Context: an optimization exercise on an open-source flow, tuned for small area, a short achievable clock period and few clock cycles per item. The choices shown serve that exercise and are no tape-out recipe. In this exercise RTL edits were held to simulation tests only and were not proved equivalent to the original. Power and IR drop assume default switching activity.

==> flow/design.v, too long to show whole: its modules and the start of the top module <==
// module mont_mul: 215 lines
// module mont_start: 1056 lines
// module mr_tester: 320 lines
module mr_tester (
    input  wire        clk,
    input  wire        rst,
    input  wire        start,
    input  wire [63:0] n_in,
    output reg         ready,
    output reg         done,
    output reg         prime,
    output reg         bad,
    output reg  [63:0] pw
);
  // ...
==> flow/run.sh <==
#!/bin/bash
# synth_recipe.tcl (not shown) runs the flow's synth.tcl, then flattens the netlist and writes it again
# the make line also repeats each setting of config.mk as NAME=value (left out here)
make -C /OpenROAD-flow-scripts/flow DESIGN_CONFIG=/design/flow/config.mk WORK_HOME=/design/flow/orfs CLKGATE_MAP_FILE= SYNTH_SCRIPT=/design/flow/synth_recipe.tcl finish
==> flow/config.mk <==
export PLATFORM = sky130hd
export DESIGN_NAME = mr_tester
export DESIGN_NICKNAME = mr_tester
export VERILOG_FILES = /design/flow/design.v
export SDC_FILE = /design/flow/constraint.sdc
export NUM_CORES = 4
export LEC_CHECK = 0
export CAP_MARGIN = 20
export CORE_MARGIN = 2
export CORE_UTILIZATION = 60
export SETUP_SLACK_MARGIN = 5
export SLEW_MARGIN = 20
export TNS_END_PERCENT = 5
==> flow/constraint.sdc <==
create_clock -name core_clock -period 10.0 [get_ports {clk}]
set_input_delay 2.0000 -clock core_clock [delete_from_list [all_inputs] [get_ports {clk}]]
set_output_delay 2.0000 -clock core_clock [all_outputs]
set_load 0.01 [all_outputs]
==> impl_metrics.ini, run 1 <==
[run_status]
status = finished clean

[placement]
numPlacedInstances = 6042
placed_area_um2 = 49200

[setup_path]
critPathTopFamily = adder cells
crit_chain = buf_8 -> nand2_1 -> fa_1 -> inv_1 -> fa_1 -> fa_1 -> ha_1 -> ha_2 -> o21a_4 -> o21a_4 -> buf_4 -> nor2_4 -> nand2_1 -> a21boi_1 -> xor2_1 -> mux4_2 -> a21oi_2 -> nor2_1
cp_slowest_cell = fa_1

[timing]
finalCriticalPeriod_ns = 5.19

[die]
core-area_um2 = 77600
die_y_um = 284

[grt]
grt_pass1_wl_um = 245000
top_usage_layer = met2
grt_pass1_vias = 39300
grtUsageTotal = 0.400

[pwr]
switching_share = 0.474
ir_worst_vdd_v = 0.000781
p_seq_frac = 0.172

[logic_synthesis]
yosys-mux-area-fraction = 0.0429
synth-xor-area-share = 0.0434
synth_edf_count = 274
synth-simple-area-share = 0.168

[detailed_routing]
wl_met1_um = 62100
drt_iter0_markers = 4545

[cells_and_area]
seq_share = 0.234
final_common_cell = inv_1
multi_input_cells = 3602
buffers = 261
non_clock_inverter_count = 731

[cts]
cts_buffer_depth = 3
Testbench counts, summed over its fixed seeds: cycles 147,300, tests 192.
==> run 2: changes to the inputs <==
--- a/flow/config.mk
+++ b/flow/config.mk
@@ -11,3 +11,2 @@
 export SETUP_SLACK_MARGIN = 5
 export SLEW_MARGIN = 20
-export TNS_END_PERCENT = 5
==> run 2 against run 1 <==
  * Global-route usage decreased by 0.12 points
  * Clock power increased by 14%
  * Sequential cell count unchanged
  * Sequential power about the same
  * Synthesized area unchanged
  * Critical path type unchanged
  * Combinational power decreased by 4%
  * Clock skew increased by 0.0021 ns
  * Cell count decreased by 0.21%
  * Utilization increased by 0.37 points
==> impl_metrics.ini, run 2 <==
[cells_and_area]
seqCellArea_um2 = 12100
synthToLayoutAreaGrowth_pct = 10.5
final_cell_mix = 725 x inv_1, 556 x fa_1, 479 x nand2_1, 453 x and2_1, 290 x nor2_1
final_layout_size_suffix_gt1_frac = 0.0717
finalNonFillerCells = 6201
final_area_um2 = 52100
reg.largest.list = c (66), s (66), b (65)
nNetsFinal = 5896
multi_input_comb_area_um2 = 31400
final_common_cell = inv_1
fillCellCount = 6474

[placement]
numPlacedInstances = 6048
dp_slack_ns = 4.28
gp_congestion = 1.01
placed_area_um2 = 49400
portBuffers = 134
hpwlAfterDp_um = 110000

[die]
top_level_ports = 135
die_y_um = 284
rows = 102
core-area_um2 = 77600
start_util = 0.608
die_x_um = 284
die-area_um2 = 80900

[logic_synthesis]
ys_types = 102
ys.flop_type = edfxtp_1
synth_warnings = 3
ys_async_sr_fraction = 0
synth_top_family_by_area = adder cells
yosys.area_share.adder = 0.280
seq_area_frac_synth = 0.256
synth_area_per_cell_um2 = 9.24
netlist_instances = 5105
synth-xor-area-share = 0.0434
netlist.area_leader.share = 0.237
synthTopCellsByCount = 728 x inv_1, 558 x fa_1, 482 x nand2_1
yosys-mux-area-fraction = 0.0429
synth_compound_area_frac = 0.125
synth_edf_count = 274
syn_nets = 5892
netlist_area_um2 = 47200
synth_most_common_cell = inv_1
synth-simple-area-share = 0.168
synth_top_area_cell = fa_1
yosys-top-cells-area = fa_1 24%, edfxtp_1 17%, dfxtp_1 8.2%, and2_1 6.1%, inv_1 5.8%
ys_seq_elements = 467

[timing]
rsz0062_at_grt = true
tns_ns = 0
max_slew.worst_pin.slew_ns = 1.23
fmax_mhz = 196
fin_ws_ns = 4.90
finalCritPeriodShare = 0.510
finalHoldViolations = 0
finalCriticalPeriod_ns = 5.10
slew_viol_final = 0
relSlewSlack = 0.174
finClkSkew_ns = 0.0381
setup_viol = 0

[worst_hold_path]
worstHoldPathCells = 0
hold_class = flip-flop to flip-flop
hp-start = kz[4]
hold_end = kk[4]

[pwr]
power.switching_mw = 7.23
power_density_nw_per_um2 = 299
switching_share = 0.463
p_total_mw = 15.6
combPwrFrac = 0.674
p_int_mw = 8.38
p_seq_frac = 0.171
ir_worst_vdd_v = 0.000898
power_frac_clock = 0.154
leakage_nw = 22.4

[grt]
grtUsageTotal = 0.399
overflow = 0
antenna_found_initial = 11
grt_max_degree = 77
grt_pass1_wl_um = 245000
grt_pass1_vias = 39500

[cts]
cts.clk_slew.worst_paths_ns = 0.06
cts_sinks = 467
cts_buffer_depth = 3
clock_latency_ns = 0.67
clock-root-buffer = clkbuf_16
htreeDepth = 2
cts_buffers = 57
tritoncts = done
hold_buffers = 0

[setup_path]
cp_max_fo = 5
worstPathArrival_ns = 5.67
reg2reg_depth = 17
worstSetupPathType = flip-flop to flip-flop
cp.required_ns = 10.57
r2r_start = n[3]
r2r_end = qg[3]
end_kind = flip-flop
ff2ff_setup_slack_ns = 4.90
start_kind = flip-flop

[job]
drv_cap = 0

[detailed_routing]
routed.top_layer = met5
vias = 38900
vias_per_cell = 6.28
wirelength_um = 160000
route.met2.wl_um = 70700
drc_errors = 0
postRouteAntennaNets = 0
wl_met3_um = 18500
firstDrtPassIters = 6
wl_met1_um = 62300
drt_iter0_markers = 4465
drt-wirelength-per-cell_um = 25.8

[run_status]
status = finished clean
[run 2: metrics by stage]
step,utilization,hold slack (ns)
final,0.672,0.454
after global routing,0.672,0.471
after CTS,0.670,0.460
after detailed placement,0.636,0.447
after global placement,0.636,0.435
after floorplan,-,0.416
[run 2: what timing repair did]
item                                    4_1_cts  5_1_grt
gates cloned                                  4        0
buffers inserted                             33        3
pin swaps                                    15        5
endpoints found under the setup margin       70        4
gates resized for setup                      22       10
[run 2: final cells by class]
cell class              instances  area share
clock buffers                  72      0.0296
clock inverters                36      0.0113
multi-input cells            3602       0.602
inverters                     731      0.0527
diodes                          3    0.000144
repair buffers                250      0.0466
flip-flops and latches        467       0.232
well taps                    1040      0.0250
[run 2: kinds of logic after synthesis]
logic type | count (synthesis)
AO/OA/AOI/OAI | 921
adder cells (fa/ha/maj) | 720
other | 2
multiplexers | 139
AND/OR/NAND/NOR | 1591
flip-flops | 467
buffers and inverters | 1036
XOR/XNOR | 229
[run 2: worst max-delay path, stage by stage, from the launching register on]
cell and delay, ns:
edfxtp_1 0.41, buf_4 0.17, and2_1 0.19, fa_1 0.56
fa_1 0.43, fa_1 0.50, inv_1 0.06, fa_2 0.44
nand3_2 0.08, inv_1 0.06, fa_2 0.40, xnor2_4 0.26
ha_4 0.25, mux4_2 0.44, mux4_2 0.47, o21ai_2 0.15
a21oi_2 0.04, nor2_1 0.08
[run 2: how the worst max path moves through the flow]
stage	start	to	depth (start not counted)
2_1_floorplan	n[2]	qg[3]	21
3_3_place_gp	qg[2]	qg[3]	18
3_5_place_dp	qg[2]	qg[3]	18
4_1_cts	n[2]	qg[3]	17
5_1_grt	n[3]	qg[3]	20
6_report	n[3]	qg[3]	17
[run 2: power groups by stage]
| stage | Sequential [mW] | Clock, mW | Combinational [mW] |
|---|---|---|---|
| finish | 2.68 | 2.41 | 10.5 |
| global route | 2.69 | 2.49 | 11.7 |
| CTS | 2.66 | 2.42 | 10.2 |
| detailed placement | 2.74 | 0 | 9.29 |
| global placement | 2.74 | 0 | 9.11 |
| floorplan | 2.48 | 0 | 7.11 |
[run 2: per-layer routing]
| layer | up-vias | track usage |
|---|---|---|
| met5 | - | 0 |
| met4 | 12 | 0.181 |
| met3 | 434 | 0.0957 |
| met2 | 2289 | 0.609 |
| met1 | 19300 | 0.542 |
| li1 | 16900 | - |
==> module mont_mul, before the edit <==
module mont_mul (
    input  wire [65:0]   s,
    input  wire [65:0]   c,
    input  wire [3:0]    xl,      
    input  wire [3:1]    yl,      
    input  wire [64:0]   b,
    input  wire [63:0]   n,
    input  wire [3:0]    d,       
    input  wire [3:0]    q,       
    input  wire [7:0]    db,      
    input  wire [3:0]    dbn,     
    input  wire [3:0]    np,      
    output wire [65:0]   so,
    output wire [65:0]   co,
    output wire [3:0]    xlo,
    output wire [3:1]    ylo,
    output wire [3:0]    qn       
);
    wire cy = |xl | |yl;
    wire [7:0] l_s = s[7:0];
    wire [7:0] l_c = c[7:0];
    wire [7:0] l_db = db;
    wire [7:0] l_dbn = {dbn, 4'd0};
    wire [7:0] l_q0 = ((n[7:0] & {8{q[0]}}) << 0);
    wire [7:0] l_q1 = ((n[7:0] & {8{q[1]}}) << 1) | {7'd0, cy};
    wire [7:0] l_q2 = ((n[7:0] & {8{q[2]}}) << 2);
    wire [7:0] l_q3 = ((n[7:0] & {8{q[3]}}) << 3);
    wire [7:0] l_s0 = l_s ^ l_c ^ l_db;
    wire [7:0] l_c0 = ((l_s & l_c) | (l_s & l_db) | (l_c & l_db)) << 1;
    wire [7:0] l_s1 = l_q0 ^ l_q1 ^ l_q2;
    wire [7:0] l_c1 = ((l_q0 & l_q1) | (l_q0 & l_q2) | (l_q1 & l_q2)) << 1;
    wire [7:0] l_s2 = l_dbn ^ l_s0 ^ l_c0;
    wire [7:0] l_c2 = ((l_dbn & l_s0) | (l_dbn & l_c0) | (l_s0 & l_c0)) << 1;
    wire [7:0] l_s3 = l_q3 ^ l_s1 ^ l_c1;
    wire [7:0] l_c3 = ((l_q3 & l_s1) | (l_q3 & l_c1) | (l_s1 & l_c1)) << 1;
    wire [7:0] l_s4 = l_s3 ^ l_c3 ^ l_s2;
    wire [7:0] l_c4 = ((l_s3 & l_c3) | (l_s3 & l_s2) | (l_c3 & l_s2)) << 1;
    wire [7:0] l_s5 = l_c2 ^ l_s4 ^ l_c4;
    wire [7:0] l_c5 = ((l_c2 & l_s4) | (l_c2 & l_c4) | (l_s4 & l_c4)) << 1;
    wire lcy = |l_s5[3:0] | |l_c5[3:1];
    wire [3:0] ux = l_s5[7:4];
    wire [3:0] uy = l_c5[7:4];
    wire [3:0] ug = ux & uy;
    wire [3:0] up = ux ^ uy;
    wire uc0 = (lcy);
    wire uc1 = (ug[0]) | (lcy & up[0]);
    wire uc2 = (ug[0] & up[1]) | (ug[1]) | (lcy & up[0] & up[1]);
    wire uc3 = (ug[0] & up[1] & up[2]) | (ug[1] & up[2]) | (ug[2]) | (lcy & up[0] & up[1] & up[2]);
    wire [3:0] u = up ^ {uc3, uc2, uc1, uc0};
    reg [3:0] qt;
    always @* begin
        case ({np[3:1], u})
        7'd0: qt = 4'd0;
        7'd1: qt = 4'd1;
        7'd2: qt = 4'd2;
        7'd3: qt = 4'd3;
        7'd4: qt = 4'd4;
        7'd5: qt = 4'd5;
        7'd6: qt = 4'd6;
        7'd7: qt = 4'd7;
        7'd8: qt = 4'd8;
        7'd9: qt = 4'd9;
        7'd10: qt = 4'd10;
        7'd11: qt = 4'd11;
        7'd12: qt = 4'd12;
        7'd13: qt = 4'd13;
        7'd14: qt = 4'd14;
        7'd15: qt = 4'd15;
        7'd16: qt = 4'd0;
        7'd17: qt = 4'd3;
        7'd18: qt = 4'd6;
        7'd19: qt = 4'd9;
        7'd20: qt = 4'd12;
        7'd21: qt = 4'd15;
        7'd22: qt = 4'd2;
        7'd23: qt = 4'd5;
        7'd24: qt = 4'd8;
        7'd25: qt = 4'd11;
        7'd26: qt = 4'd14;
        7'd27: qt = 4'd1;
        7'd28: qt = 4'd4;
        7'd29: qt = 4'd7;
        7'd30: qt = 4'd10;
        7'd31: qt = 4'd13;
        7'd32: qt = 4'd0;
        7'd33: qt = 4'd5;
        7'd34: qt = 4'd10;
        7'd35: qt = 4'd15;
        7'd36: qt = 4'd4;
        7'd37: qt = 4'd9;
        7'd38: qt = 4'd14;
        7'd39: qt = 4'd3;
        7'd40: qt = 4'd8;
        7'd41: qt = 4'd13;
        7'd42: qt = 4'd2;
        7'd43: qt = 4'd7;
        7'd44: qt = 4'd12;
        7'd45: qt = 4'd1;
        7'd46: qt = 4'd6;
        7'd47: qt = 4'd11;
        7'd48: qt = 4'd0;
        7'd49: qt = 4'd7;
        7'd50: qt = 4'd14;
        7'd51: qt = 4'd5;
        7'd52: qt = 4'd12;
        7'd53: qt = 4'd3;
        7'd54: qt = 4'd10;
        7'd55: qt = 4'd1;
        7'd56: qt = 4'd8;
        7'd57: qt = 4'd15;
        7'd58: qt = 4'd6;
        7'd59: qt = 4'd13;
        7'd60: qt = 4'd4;
        7'd61: qt = 4'd11;
        7'd62: qt = 4'd2;
        7'd63: qt = 4'd9;
        7'd64: qt = 4'd0;
        7'd65: qt = 4'd9;
        7'd66: qt = 4'd2;
        7'd67: qt = 4'd11;
        7'd68: qt = 4'd4;
        7'd69: qt = 4'd13;
        7'd70: qt = 4'd6;
        7'd71: qt = 4'd15;
        7'd72: qt = 4'd8;
        7'd73: qt = 4'd1;
        7'd74: qt = 4'd10;
        7'd75: qt = 4'd3;
        7'd76: qt = 4'd12;
        7'd77: qt = 4'd5;
        7'd78: qt = 4'd14;
        7'd79: qt = 4'd7;
        7'd80: qt = 4'd0;
        7'd81: qt = 4'd11;
        7'd82: qt = 4'd6;
        7'd83: qt = 4'd1;
        7'd84: qt = 4'd12;
        7'd85: qt = 4'd7;
        7'd86: qt = 4'd2;
        7'd87: qt = 4'd13;
        7'd88: qt = 4'd8;
        7'd89: qt = 4'd3;
        7'd90: qt = 4'd14;
        7'd91: qt = 4'd9;
        7'd92: qt = 4'd4;
        7'd93: qt = 4'd15;
        7'd94: qt = 4'd10;
        7'd95: qt = 4'd5;
        7'd96: qt = 4'd0;
        7'd97: qt = 4'd13;
        7'd98: qt = 4'd10;
        7'd99: qt = 4'd7;
        7'd100: qt = 4'd4;
        7'd101: qt = 4'd1;
        7'd102: qt = 4'd14;
        7'd103: qt = 4'd11;
        7'd104: qt = 4'd8;
        7'd105: qt = 4'd5;
        7'd106: qt = 4'd2;
        7'd107: qt = 4'd15;
        7'd108: qt = 4'd12;
        7'd109: qt = 4'd9;
        7'd110: qt = 4'd6;
        7'd111: qt = 4'd3;
        7'd112: qt = 4'd0;
        7'd113: qt = 4'd15;
        7'd114: qt = 4'd14;
        7'd115: qt = 4'd13;
        7'd116: qt = 4'd12;
        7'd117: qt = 4'd11;
        7'd118: qt = 4'd10;
        7'd119: qt = 4'd9;
        7'd120: qt = 4'd8;
        7'd121: qt = 4'd7;
        7'd122: qt = 4'd6;
        7'd123: qt = 4'd5;
        7'd124: qt = 4'd4;
        7'd125: qt = 4'd3;
        7'd126: qt = 4'd2;
        7'd127: qt = 4'd1;
        default: qt = 4'd0;
        endcase
    end
    assign qn = qt;
    wire [69:0] r_s = {4'd0, s};
    wire [69:0] r_c = {4'd0, c};
    wire [69:0] r_p0 = ({5'd0, b} & {70{d[0]}}) << 0;
    wire [69:0] r_p1 = ({5'd0, b} & {70{d[1]}}) << 1 | {69'd0, cy};
    wire [69:0] r_p2 = ({5'd0, b} & {70{d[2]}}) << 2;
    wire [69:0] r_p3 = ({5'd0, b} & {70{d[3]}}) << 3;
    wire [69:0] r_q0 = ({6'd0, n} & {70{q[0]}}) << 0;
    wire [69:0] r_q1 = ({6'd0, n} & {70{q[1]}}) << 1;
    wire [69:0] r_q2 = ({6'd0, n} & {70{q[2]}}) << 2;
    wire [69:0] r_q3 = ({6'd0, n} & {70{q[3]}}) << 3;
    wire [69:0] t_s0 = r_p0 ^ r_p1 ^ r_p2;
    wire [69:0] t_c0 = ((r_p0 & r_p1) | (r_p0 & r_p2) | (r_p1 & r_p2)) << 1;
    wire [69:0] t_s1 = r_p3 ^ r_q0 ^ r_q1;
    wire [69:0] t_c1 = ((r_p3 & r_q0) | (r_p3 & r_q1) | (r_q0 & r_q1)) << 1;
    wire [69:0] t_s2 = r_q2 ^ r_q3 ^ r_s;
    wire [69:0] t_c2 = ((r_q2 & r_q3) | (r_q2 & r_s) | (r_q3 & r_s)) << 1;
    wire [69:0] t_s3 = r_c ^ t_s0 ^ t_c0;
    wire [69:0] t_c3 = ((r_c & t_s0) | (r_c & t_c0) | (t_s0 & t_c0)) << 1;
    wire [69:0] t_s4 = t_s1 ^ t_c1 ^ t_s2;
    wire [69:0] t_c4 = ((t_s1 & t_c1) | (t_s1 & t_s2) | (t_c1 & t_s2)) << 1;
    wire [69:0] t_s5 = t_c2 ^ t_s3 ^ t_c3;
    wire [69:0] t_c5 = ((t_c2 & t_s3) | (t_c2 & t_c3) | (t_s3 & t_c3)) << 1;
    wire [69:0] t_s6 = t_s4 ^ t_c4 ^ t_s5;
    wire [69:0] t_c6 = ((t_s4 & t_c4) | (t_s4 & t_s5) | (t_c4 & t_s5)) << 1;
    wire [69:0] t_s7 = t_c5 ^ t_s6 ^ t_c6;
    wire [69:0] t_c7 = ((t_c5 & t_s6) | (t_c5 & t_c6) | (t_s6 & t_c6)) << 1;
    assign so  = t_s7[69:4];
    assign co  = t_c7[69:4];
    assign xlo = t_s7[3:0];
    assign ylo = t_c7[3:1];
endmodule
==> run 3: changes to the inputs <==
--- a/flow/design.v
+++ b/flow/design.v
@@ -48,139 +48,10 @@
     wire uc3 = (ug[0] & up[1] & up[2]) | (ug[1] & up[2]) | (ug[2]) | (lcy & up[0] & up[1] & up[2]);
     wire [3:0] u = up ^ {uc3, uc2, uc1, uc0};
-    reg [3:0] qt;
-    always @* begin
-        case ({np[3:1], u})
-        7'd0: qt = 4'd0;
-        7'd1: qt = 4'd1;
-        7'd2: qt = 4'd2;
-        7'd3: qt = 4'd3;
-        7'd4: qt = 4'd4;
-        7'd5: qt = 4'd5;
-        7'd6: qt = 4'd6;
-        7'd7: qt = 4'd7;
-        7'd8: qt = 4'd8;
-        7'd9: qt = 4'd9;
-        7'd10: qt = 4'd10;
-        7'd11: qt = 4'd11;
-        7'd12: qt = 4'd12;
-        7'd13: qt = 4'd13;
-        7'd14: qt = 4'd14;
-        7'd15: qt = 4'd15;
-        7'd16: qt = 4'd0;
-        7'd17: qt = 4'd3;
-        7'd18: qt = 4'd6;
-        7'd19: qt = 4'd9;
-        7'd20: qt = 4'd12;
-        7'd21: qt = 4'd15;
-        7'd22: qt = 4'd2;
-        7'd23: qt = 4'd5;
-        7'd24: qt = 4'd8;
-        7'd25: qt = 4'd11;
-        7'd26: qt = 4'd14;
-        7'd27: qt = 4'd1;
-        7'd28: qt = 4'd4;
-        7'd29: qt = 4'd7;
-        7'd30: qt = 4'd10;
-        7'd31: qt = 4'd13;
-        7'd32: qt = 4'd0;
-        7'd33: qt = 4'd5;
-        7'd34: qt = 4'd10;
-        7'd35: qt = 4'd15;
-        7'd36: qt = 4'd4;
-        7'd37: qt = 4'd9;
-        7'd38: qt = 4'd14;
-        7'd39: qt = 4'd3;
-        7'd40: qt = 4'd8;
-        7'd41: qt = 4'd13;
-        7'd42: qt = 4'd2;
-        7'd43: qt = 4'd7;
-        7'd44: qt = 4'd12;
-        7'd45: qt = 4'd1;
-        7'd46: qt = 4'd6;
-        7'd47: qt = 4'd11;
-        7'd48: qt = 4'd0;
-        7'd49: qt = 4'd7;
-        7'd50: qt = 4'd14;
-        7'd51: qt = 4'd5;
-        7'd52: qt = 4'd12;
-        7'd53: qt = 4'd3;
-        7'd54: qt = 4'd10;
-        7'd55: qt = 4'd1;
-        7'd56: qt = 4'd8;
-        7'd57: qt = 4'd15;
-        7'd58: qt = 4'd6;
-        7'd59: qt = 4'd13;
-        7'd60: qt = 4'd4;
-        7'd61: qt = 4'd11;
-        7'd62: qt = 4'd2;
-        7'd63: qt = 4'd9;
-        7'd64: qt = 4'd0;
-        7'd65: qt = 4'd9;
-        7'd66: qt = 4'd2;
-        7'd67: qt = 4'd11;
-        7'd68: qt = 4'd4;
-        7'd69: qt = 4'd13;
-        7'd70: qt = 4'd6;
-        7'd71: qt = 4'd15;
-        7'd72: qt = 4'd8;
-        7'd73: qt = 4'd1;
-        7'd74: qt = 4'd10;
-        7'd75: qt = 4'd3;
-        7'd76: qt = 4'd12;
-        7'd77: qt = 4'd5;
-        7'd78: qt = 4'd14;
-        7'd79: qt = 4'd7;
-        7'd80: qt = 4'd0;
-        7'd81: qt = 4'd11;
-        7'd82: qt = 4'd6;
-        7'd83: qt = 4'd1;
-        7'd84: qt = 4'd12;
-        7'd85: qt = 4'd7;
-        7'd86: qt = 4'd2;
-        7'd87: qt = 4'd13;
-        7'd88: qt = 4'd8;
-        7'd89: qt = 4'd3;
-        7'd90: qt = 4'd14;
-        7'd91: qt = 4'd9;
-        7'd92: qt = 4'd4;
-        7'd93: qt = 4'd15;
-        7'd94: qt = 4'd10;
-        7'd95: qt = 4'd5;
-        7'd96: qt = 4'd0;
-        7'd97: qt = 4'd13;
-        7'd98: qt = 4'd10;
-        7'd99: qt = 4'd7;
-        7'd100: qt = 4'd4;
-        7'd101: qt = 4'd1;
-        7'd102: qt = 4'd14;
-        7'd103: qt = 4'd11;
-        7'd104: qt = 4'd8;
-        7'd105: qt = 4'd5;
-        7'd106: qt = 4'd2;
-        7'd107: qt = 4'd15;
-        7'd108: qt = 4'd12;
-        7'd109: qt = 4'd9;
-        7'd110: qt = 4'd6;
-        7'd111: qt = 4'd3;
-        7'd112: qt = 4'd0;
-        7'd113: qt = 4'd15;
-        7'd114: qt = 4'd14;
-        7'd115: qt = 4'd13;
-        7'd116: qt = 4'd12;
-        7'd117: qt = 4'd11;
-        7'd118: qt = 4'd10;
-        7'd119: qt = 4'd9;
-        7'd120: qt = 4'd8;
-        7'd121: qt = 4'd7;
-        7'd122: qt = 4'd6;
-        7'd123: qt = 4'd5;
-        7'd124: qt = 4'd4;
-        7'd125: qt = 4'd3;
-        7'd126: qt = 4'd2;
-        7'd127: qt = 4'd1;
-        default: qt = 4'd0;
-        endcase
-    end
-    assign qn = qt;
+    wire m1 = np[1] & u[0];
+    wire c2 = u[1] & m1;
+    wire t20 = u[2], t21 = np[1] & u[1], t22 = np[2] & u[0];
+    wire e2 = (t20 & t21) ^ (t20 & t22) ^ (t20 & c2) ^ (t21 & t22) ^ (t21 & c2) ^ (t22 & c2);
+    assign qn = {u[3] ^ (np[1] & u[2]) ^ (np[2] & u[1]) ^ (np[3] & u[0]) ^ e2,
+                 t20 ^ t21 ^ t22 ^ c2, u[1] ^ m1, u[0]};
     wire [69:0] r_s = {4'd0, s};
     wire [69:0] r_c = {4'd0, c};
--- a/flow/config.mk
+++ b/flow/config.mk
@@ -11,2 +11,3 @@
 export SETUP_SLACK_MARGIN = 5
 export SLEW_MARGIN = 20
+export TNS_END_PERCENT = 5
==> run 3 against run 2 <==
  * Utilization decreased by 0.96 points
  * Combinational power decreased by 27%
  * Fmax increased by 1.9%
  * Highest routed layer unchanged
==> impl_metrics.ini, run 3 <==
[pwr]
p_total_mw = 12.7
leakage_nw = 22.2
ir_worst_vdd_v = 0.000430
power_density_nw_per_um2 = 244

[detailed_routing]
drt-wirelength-per-cell_um = 26.9
postRouteAntennaNets = 0
wirelength_um = 167000
drt_iter0_markers = 4913
vias = 39800
firstDrtPassIters = 8
drc_errors = 0
vias_per_cell = 6.42

[cts]
clock-root-buffer = clkbuf_16
cts_buffer_depth = 3
hold_buffers = 0
cts_buffers = 58
clock_latency_ns = 0.66
tritoncts = done
htreeDepth = 2
cts_sinks = 467
cts.clk_slew.worst_paths_ns = 0.06

[die]
top_level_ports = 135
die-area_um2 = 81500
core-area_um2 = 78700
rows = 103
start_util = 0.604
die_y_um = 285
die_x_um = 285

[grt]
grt_pass1_wl_um = 252000
overflow = 0
grt_pass1_vias = 39800
grtUsageTotal = 0.413
grt_max_degree = 66
antenna_found_initial = 6

[cells_and_area]
final_cell_mix = 734 x inv_1, 557 x fa_1, 445 x nand2_1, 442 x and2_1, 274 x edfxtp_1
final_common_cell = inv_1
nNetsFinal = 5884
final_area_um2 = 52200
multi_input_comb_area_um2 = 31600
reg.largest.list = c (66), s (66), b (65)
synthToLayoutAreaGrowth_pct = 9.75
seqCellArea_um2 = 12100
final_layout_size_suffix_gt1_frac = 0.0693
fillCellCount = 6511

[logic_synthesis]
seq_area_frac_synth = 0.254
synth_area_per_cell_um2 = 9.29
synth_top_area_cell = fa_1
yosys-top-cells-area = fa_1 24%, edfxtp_1 17%, dfxtp_1 8.1%, and2_1 5.8%, inv_1 5.8%
ys_seq_elements = 467
synthTopCellsByCount = 735 x inv_1, 558 x fa_1, 449 x nand2_1
netlist_area_um2 = 47500
ys.flop_type = edfxtp_1
netlist_instances = 5115
synth_warnings = 2
netlist.area_leader.share = 0.235
syn_nets = 5897
synth_most_common_cell = inv_1
ys_types = 115
synth_edf_count = 274
ys_async_sr_fraction = 0

[timing]
finalCriticalPeriod_ns = 5.00
tns_ns = 0
finalHoldViolations = 0
setup_viol = 0
rsz0062_at_grt = true
fmax_mhz = 200
finClkSkew_ns = 0.0263
slew_viol_final = 0
finalCritPeriodShare = 0.500
max_slew.worst_pin.slew_ns = 1.21
relSlewSlack = 0.193

[run_status]
status = finished clean

[job]
drv_cap = 0

[setup_path]
worstPathArrival_ns = 5.53
cp.required_ns = 10.52
worstSetupPathType = flip-flop to flip-flop
start_kind = flip-flop
cp_max_fo = 5
ff2ff_setup_slack_ns = 5.00
end_kind = flip-flop

[placement]
gp_congestion = 1.00
portBuffers = 134
hpwlAfterDp_um = 116000
placed_area_um2 = 49600

[worst_hold_path]
hold_class = flip-flop to flip-flop
[run 3: path summary, 6_finish.rpt]
kind	start	endpoint	depth (start not counted)
worst max register to register	n[2]	qg[3]	21
worst min-delay path	conv	dn2[1]	1
worst min register to register	conv	dn2[1]	1
worst max-delay path	n[2]	qg[3]	21
[run 3: timing repair]
action / 4_1_cts / 5_1_grt
gates resized for setup: 10 / 9
pin swaps: 3 / 5
endpoints found under the setup margin: 61 / 63
cloned: 3 / 0
setup buffers: 20 / 14
[run 3: worst max-delay path, cell delays in order, from the launching register on]
cell and delay, ns:
edfxtp_1 0.49, nand2_2 0.11, inv_1 0.06, fa_1 0.53, inv_1 0.05, fa_1 0.51, inv_1 0.06, fa_1 0.45
fa_1 0.49, ha_1 0.30, ha_1 0.21, o21ai_1 0.12, nand2b_1 0.12, xor2_2 0.18, ha_2 0.19, xnor2_2 0.13
xnor2_1 0.13, xnor2_1 0.15, xnor2_1 0.21, xnor2_1 0.15, xnor2_1 0.14, o22ai_1 0.08
[run 3: area by class of cell]
class,instances,share of cell area
tap,1050,0.0252
sequential,467,0.232
clock inverter,32,0.00823
antenna,5,0.000240
timing repair buffer,242,0.0442
inverter,739,0.0532
multi-input combinational,3594,0.605
clock buffer,77,0.0315
[run 3: kinds of logic after synthesis]
family | synth area share
AO/OA/AOI/OAI | 0.131
XOR/XNOR | 0.0432
adder cells (fa/ha/maj) | 0.277
buffers and inverters | 0.0855
flip-flops | 0.254
multiplexers | 0.0380
other | 0.000158
AND/OR/NAND/NOR | 0.171
[run 3: stage by stage]
stage / setup WS (ns) / utilization / cells / hold slack [ns]
after floorplan: 4.44 / - / 5115 / 0.421
after global placement: 4.31 / 0.630 / 6054 / 0.507
after detailed placement: 4.27 / 0.630 / 6055 / 0.518
after CTS: 4.94 / 0.661 / 6187 / 0.514
after global routing: 4.78 / 0.662 / 6204 / 0.542
final: 5.00 / 0.662 / 6206 / 0.510
[run 3: report_power, final]
group          leakage, nW  internal, mW  switching, mW  total, mW
Clock                 1.02          1.41          0.940       2.35
Sequential            4.22          2.33          0.368       2.70
Combinational         17.0          3.19           4.50       7.70
Total                 22.2          6.93           5.81       12.7
[run 3: routing by layer]
metal / part of all wire / GRT usage / vias up
met3: 0.12 / 0.0999 / 520
met4: 0.061 / 0.216 / 2
met1: 0.39 / 0.563 / 19800
met5: 0.000090 / 0 / -
met2: 0.43 / 0.615 / 2494
li1: - / - / 17000
Testbench counts of run 3, summed over its fixed seeds: cycles 147,300, tests 192.
==> run 4: changes to the inputs <==
--- a/flow/config.mk
+++ b/flow/config.mk
@@ -11,3 +11,2 @@
 export SETUP_SLACK_MARGIN = 5
 export SLEW_MARGIN = 20
-export TNS_END_PERCENT = 5
==> run 4 against run 3 <==
  * Clock power down 4%
  * Sequential power is essentially flat
  * Worst setup slack lost 0.0016 ns
  * Sequential share of layout area barely moved
  * Global-route usage increased by 0.11 points
  * Non-clock buffer count fell by 1
  * Clock-buffer cell count decreased by 4
  * Critical path depth decreased by 1
  * Cell count about the same
  * Highest routed layer unchanged
==> impl_metrics.ini, run 4 <==
[pwr]
p_total_mw = 12.7
ir_worst_vdd_v = 0.000479
leakage_nw = 22.2
power_density_nw_per_um2 = 243

[die]
start_util = 0.604
die_x_um = 285
top_level_ports = 135
rows = 103
die-area_um2 = 81500
core-area_um2 = 78700
die_y_um = 285

[cells_and_area]
final_common_cell = inv_1
reg.largest.list = c (66), s (66), b (65)
finalNonFillerCells = 6204
final_layout_size_suffix_gt1_frac = 0.0682
fillCellCount = 6526
synthToLayoutAreaGrowth_pct = 9.65
final_cell_mix = 734 x inv_1, 557 x fa_1, 444 x nand2_1, 442 x and2_1, 274 x edfxtp_1
final_area_um2 = 52100
post-route-util = 0.662
nNetsFinal = 5882
multi_input_comb_area_um2 = 31600
seqCellArea_um2 = 12100

[logic_synthesis]
synth_most_common_cell = inv_1
ys.flop_type = edfxtp_1
netlist_instances = 5115
syn_nets = 5897
synth_top_area_cell = fa_1
ys_types = 115
synth_warnings = 2
ys_seq_elements = 467
synthTopCellsByCount = 735 x inv_1, 558 x fa_1, 449 x nand2_1
synth_area_per_cell_um2 = 9.29
netlist.area_leader.share = 0.235
seq_area_frac_synth = 0.254
synth_edf_count = 274
netlist_area_um2 = 47500
ys_async_sr_fraction = 0
yosys-top-cells-area = fa_1 24%, edfxtp_1 17%, dfxtp_1 8.1%, and2_1 5.8%, inv_1 5.8%

[setup_path]
worstSetupPathType = flip-flop to flip-flop
cp.required_ns = 10.49
cp_max_fo = 4
startpoint = n[3]
r2r_end = qg[3]
worstPathArrival_ns = 5.50
ff2ff_setup_slack_ns = 4.99
r2r_start = n[3]
start_kind = flip-flop
worstSetupEndpoint = qg[3]
reg2reg_depth = 20
end_kind = flip-flop

[detailed_routing]
drt-wirelength-per-cell_um = 27.0
drt_iter0_markers = 4650
firstDrtPassIters = 7
drc_errors = 0
wirelength_um = 167000
vias = 39900
postRouteAntennaNets = 0
vias_per_cell = 6.43

[cts]
clock_latency_ns = 0.66
clock-root-buffer = clkbuf_16
cts_buffer_depth = 3
hold_buffers = 0
cts_buffers = 57
cts.clk_slew.worst_paths_ns = 0.06
tritoncts = done
cts_sinks = 467
htreeDepth = 2

[run_status]
status = finished clean

[placement]
gp_congestion = 0.968
portBuffers = 134
dp_slack_ns = 4.27
hpwlAfterDp_um = 116000
numPlacedInstances = 6052
placed_area_um2 = 49600

[job]
drv_cap = 0

[worst_hold_path]
hold_class = flip-flop to flip-flop
worstHoldPathCells = 2

[timing]
rsz0062_at_grt = true
finalCriticalPeriod_ns = 5.01
fin_ws_ns = 4.99
finalCritPeriodShare = 0.501
finalHoldViolations = 0
hold_slack_ns = 0.519
max_slew.worst_pin.slew_ns = 1.14
tns_ns = 0
finClkSkew_ns = 0.0345
fmax_mhz = 200
relSlewSlack = 0.237
setup_viol = 0
slew_viol_final = 0

[grt]
grt_max_degree = 80
antenna_found_initial = 10
overflow = 0
grtUsageTotal = 0.414
grt_pass1_vias = 40000
grt_pass1_wl_um = 253000
run 4: cell counts after synthesis:
No cell type changed its count.
run 4: kinds of logic after synthesis:
logic type	after synthesis	synth area share
xor gates and xnor gates	217	0.0432
adders and majority gates	716	0.277
muxes	121	0.0380
buffers and inverters	1055	0.0855
and+or+nand+nor	1605	0.171
DFF	467	0.254
AOI/OAI and AO/OA	932	0.131
other	2	0.000158
run 4: area by class of cell:
cell class                 count  area share
multi-input combinational   3594       0.606
sequential                   467       0.233
inverter                     739      0.0532
timing repair buffer         241      0.0450
clock buffer                  73      0.0297
tap                         1050      0.0252
clock inverter                32     0.00797
antenna                        8    0.000384
run 4: worst min-delay path by stage:
stage                       from  endpoint
after global routing       s[59]     s[60]
after detailed placement  dn2[1]     dn[1]
after CTS                 dn2[1]     dn[1]
after global placement    dn2[1]     dn[1]
final                     dn2[1]     dn[1]
after floorplan            n[63]   blen[6]
run 4: critical path, cell delays in order, from the launching register on:
cell      delay [ns]
edfxtp_1        0.49
and2_4          0.23
fa_1            0.51
inv_1           0.06
fa_1            0.49
inv_1           0.05
fa_1            0.49
fa_1            0.43
ha_1            0.29
ha_1            0.19
o21ai_1         0.12
nand2b_1        0.12
xor2_2          0.20
ha_2            0.19
xnor2_2         0.13
xnor2_1         0.18
xnor2_1         0.11
xnor2_1         0.20
xnor2_1         0.16
xnor2_1         0.14
o22ai_1         0.09
run 4: per-layer routing:
layer / track usage / up-vias / wire [µm]
li1: - / 17100 / -
met1: 0.560 / 19700 / 64000
met2: 0.626 / 2567 / 73400
met3: 0.0861 / 552 / 19100
met4: 0.229 / 8 / 10800
met5: 0 / - / 55
run 4: report_power, final:
group / switching, mW / internal, mW
logic: 4.51 / 3.20
clock network: 0.915 / 1.34
registers: 0.367 / 2.33
run 4: what timing repair did:
action | in CTS | in global routing
buffers inserted | 21 | 14
pin swaps | 1 | 10
endpoints found under the hold margin | 0 | 0
gates cloned | 3 | 1
setup endpoints to repair | 77 | 24
gates resized for setup | 12 | 14
==> run 5: changes to the inputs <==
--- a/flow/config.mk
+++ b/flow/config.mk
@@ -8,5 +8,7 @@
 export CAP_MARGIN = 20
 export CORE_MARGIN = 2
-export CORE_UTILIZATION = 60
+export CORE_UTILIZATION = 55
+export PLACE_DENSITY_LB_ADDON = 0.1
 export SETUP_SLACK_MARGIN = 5
 export SLEW_MARGIN = 20
+export TNS_END_PERCENT = 5
==> run 5 against run 4 <==
  * Cell count increased by 1.4%
  * Die area increased by 9.0%
  * Via count decreased by 0.87%
  * Synthesized area unchanged
  * Fmax decreased by 0.87%
  * Clock-buffer cell count decreased by 4
  * Combinational power increased by 2%
  * Clock skew decreased by 0.016 ns
  * Hold slack got worse by 0.047 ns
  * First-iteration DRC count decreased by 3.6%
==> impl_metrics.ini, run 5 <==
[cells_and_area]
fillCellCount = 7413
nNetsFinal = 5879
synthToLayoutAreaGrowth_pct = 10.0
reg.largest.list = c (66), s (66), b (65)
final_layout_size_suffix_gt1_frac = 0.0688
multi_input_comb_area_um2 = 31600
finalNonFillerCells = 6291
final_cell_mix = 734 x inv_1, 556 x fa_1, 447 x nand2_1, 442 x and2_1, 274 x edfxtp_1
seqCellArea_um2 = 12100
final_common_cell = inv_1

[detailed_routing]
postRouteAntennaNets = 0
firstDrtPassIters = 6
drt-wirelength-per-cell_um = 25.8
wirelength_um = 162000
drc_errors = 0
vias = 39500
drt_iter0_markers = 4483
vias_per_cell = 6.29

[grt]
grt_pass1_wl_um = 246000
grt_pass1_vias = 39600
overflow = 0
grt_max_degree = 71
grtUsageTotal = 0.364
antenna_found_initial = 9

[timing]
rsz0062_at_grt = true
max_slew.worst_pin.slew_ns = 1.16
fin_ws_ns = 4.95
relSlewSlack = 0.222
setup_viol = 0
finClkSkew_ns = 0.0185
hold_slack_ns = 0.472
finalCriticalPeriod_ns = 5.05
tns_ns = 0
finalHoldViolations = 0
fmax_mhz = 198
slew_viol_final = 0
finalCritPeriodShare = 0.505

[pwr]
combPwrFrac = 0.610
leakage_nw = 22.2
switching_share = 0.453
ir_worst_vdd_v = 0.000415
p_int_mw = 7.02
power_frac_clock = 0.182
p_seq_frac = 0.208
power_density_nw_per_um2 = 245
power.switching_mw = 5.81

[logic_synthesis]
ys_types = 115
synth_most_common_cell = inv_1
netlist_instances = 5115
netlist.area_leader.share = 0.235
seq_area_frac_synth = 0.254
synth_warnings = 2
netlist_area_um2 = 47500
synth_top_area_cell = fa_1
ys.flop_type = edfxtp_1
synthTopCellsByCount = 735 x inv_1, 558 x fa_1, 449 x nand2_1
synth_area_per_cell_um2 = 9.29
syn_nets = 5897
synth_edf_count = 274
yosys-top-cells-area = fa_1 24%, edfxtp_1 17%, dfxtp_1 8.1%, and2_1 5.8%, inv_1 5.8%
ys_async_sr_fraction = 0
ys_seq_elements = 467

[cts]
cts_buffers = 58
cts_buffer_depth = 3
htreeDepth = 2
hold_buffers = 0
clock-root-buffer = clkbuf_16
clock_latency_ns = 0.66
cts_sinks = 467
tritoncts = done
cts.clk_slew.worst_paths_ns = 0.06

[setup_path]
start_kind = flip-flop
worstPathArrival_ns = 5.57
reg2reg_depth = 21
cp_max_fo = 20
cp.required_ns = 10.52
end_kind = flip-flop
worstSetupPathType = flip-flop to flip-flop

[placement]
hpwlAfterDp_um = 115000
portBuffers = 134
gp_congestion = 0.994
numPlacedInstances = 6150
dp_slack_ns = 4.05

[die]
die-area_um2 = 88800
die_y_um = 298
top_level_ports = 135
start_util = 0.556
rows = 107
core-area_um2 = 85400
die_x_um = 298

[worst_hold_path]
worstHoldPathCells = 0
hold_class = flip-flop to flip-flop

[run_status]
status = finished clean

[job]
drv_cap = 0
## run 5: final timing paths
kind / to / start / slack (ns)
setup / recovery: qg[3] / n[1] / 4.95
hold / removal: kk[2] / kz[2] / 0.47
setup reg to reg: qg[3] / n[1] / 4.95
hold reg to reg: kk[2] / kz[2] / 0.47
## run 5: routing by layer
layer	wire length, µm	GRT usage
met2	73000	0.572
met1	62000	0.478
met5	46	0
met4	10000	0.190
met3	16900	0.0752
## run 5: critical path, stage by stage (launching register included)
cell,delay (ns)
edfxtp_1,0.42
buf_12,0.18
nand2_1,0.12
inv_1,0.07
fa_1,0.56
fa_1,0.44
fa_1,0.50
inv_1,0.06
fa_2,0.44
nand3_2,0.09
inv_1,0.06
fa_2,0.41
xnor2_2,0.24
and2_4,0.19
ha_2,0.18
xnor2_2,0.11
xnor2_1,0.15
xnor2_1,0.15
xnor2_1,0.15
xnor2_1,0.16
xnor2_1,0.14
o22ai_1,0.09
## run 5: power by group through the flow
stage | logic (mW) | registers (mW) | clock network (mW)
2_1_floorplan | 5.15 | 2.50 | 0
3_3_place_gp | 7.00 | 2.73 | 0
3_5_place_dp | 7.15 | 2.73 | 0
4_1_cts | 7.59 | 2.65 | 2.35
5_1_grt | 8.76 | 2.68 | 2.41
6_report | 7.83 | 2.67 | 2.33
## run 5: metrics by stage
step / total power [mW] / utilization / cell area (µm²)
after floorplan: 7.65 / - / 47500
after global placement: 9.73 / 0.582 / 49700
after detailed placement: 9.88 / 0.582 / 49700
after CTS: 12.6 / 0.611 / 52200
after global routing: 13.9 / 0.612 / 52300
final: 12.8 / 0.612 / 52300
## run 5: kinds of logic after synthesis
| family | Yosys count | synth area share |
|---|---|---|
| AND/OR/NAND/NOR | 1605 | 0.171 |
| buffers and inverters | 1055 | 0.0855 |
| AO/OA/AOI/OAI | 932 | 0.131 |
| adder cells (fa/ha/maj) | 716 | 0.277 |
| flip-flops | 467 | 0.254 |
| XOR/XNOR | 217 | 0.0432 |
| multiplexers | 121 | 0.0380 |
| other | 2 | 0.000158 |
## run 5: cell type report
cell class | instances | share of cell area
Antenna cell | 1 | 0.0000478
Clock inverter | 40 | 0.00947
Inverter | 739 | 0.0531
Timing Repair Buffer | 237 | 0.0441
Multi-Input combinational cell | 3594 | 0.604
Clock buffer | 69 | 0.0299
Tap cell | 1144 | 0.0274
Sequential cell | 467 | 0.232
## run 5: what timing repair did
action | 4_1_cts | 5_1_grt
setup buffers | 22 | 5
setup endpoints to repair | 41 | 53
gates resized for setup | 26 | 10
pin swaps | 5 | 11
cloned | 4 | 0

[port drivers added, routing unchanged]
Ports are ideal in the flow. The routed layouts listed here were re-timed in OpenROAD.
Step 1 assumes that a clkbuf_16 drives the clock port and a buf_2 every other input.
Step 2 adds t to the input delays and takes it off the output delays; t is the mean of the earliest and latest rising clock arrival at the registers after step 1. Input paths then give back, and output paths get back, about the clock's delay inside the block.
a / b / c = no drivers / after step 1 / after step 2; a / b = the first two.
run	t (ns)	slack for setup (ns)	clock arrival spread, ns	worst data-port slew with drivers (ns)
run 1	0.716	4.812 / 4.812 / 4.812	0.037 / 0.037	0.04
run 2	0.713	4.899 / 4.899 / 4.899	0.039 / 0.038	0.05
run 3	0.728	4.996 / 4.996 / 4.996	0.027 / 0.027	0.05
run 4	0.718	4.994 / 4.994 / 4.994	0.036 / 0.035	0.05
run 5	0.714	4.950 / 4.950 / 4.950	0.018 / 0.018	0.04
After both steps setup and hold are still met in every run listed.
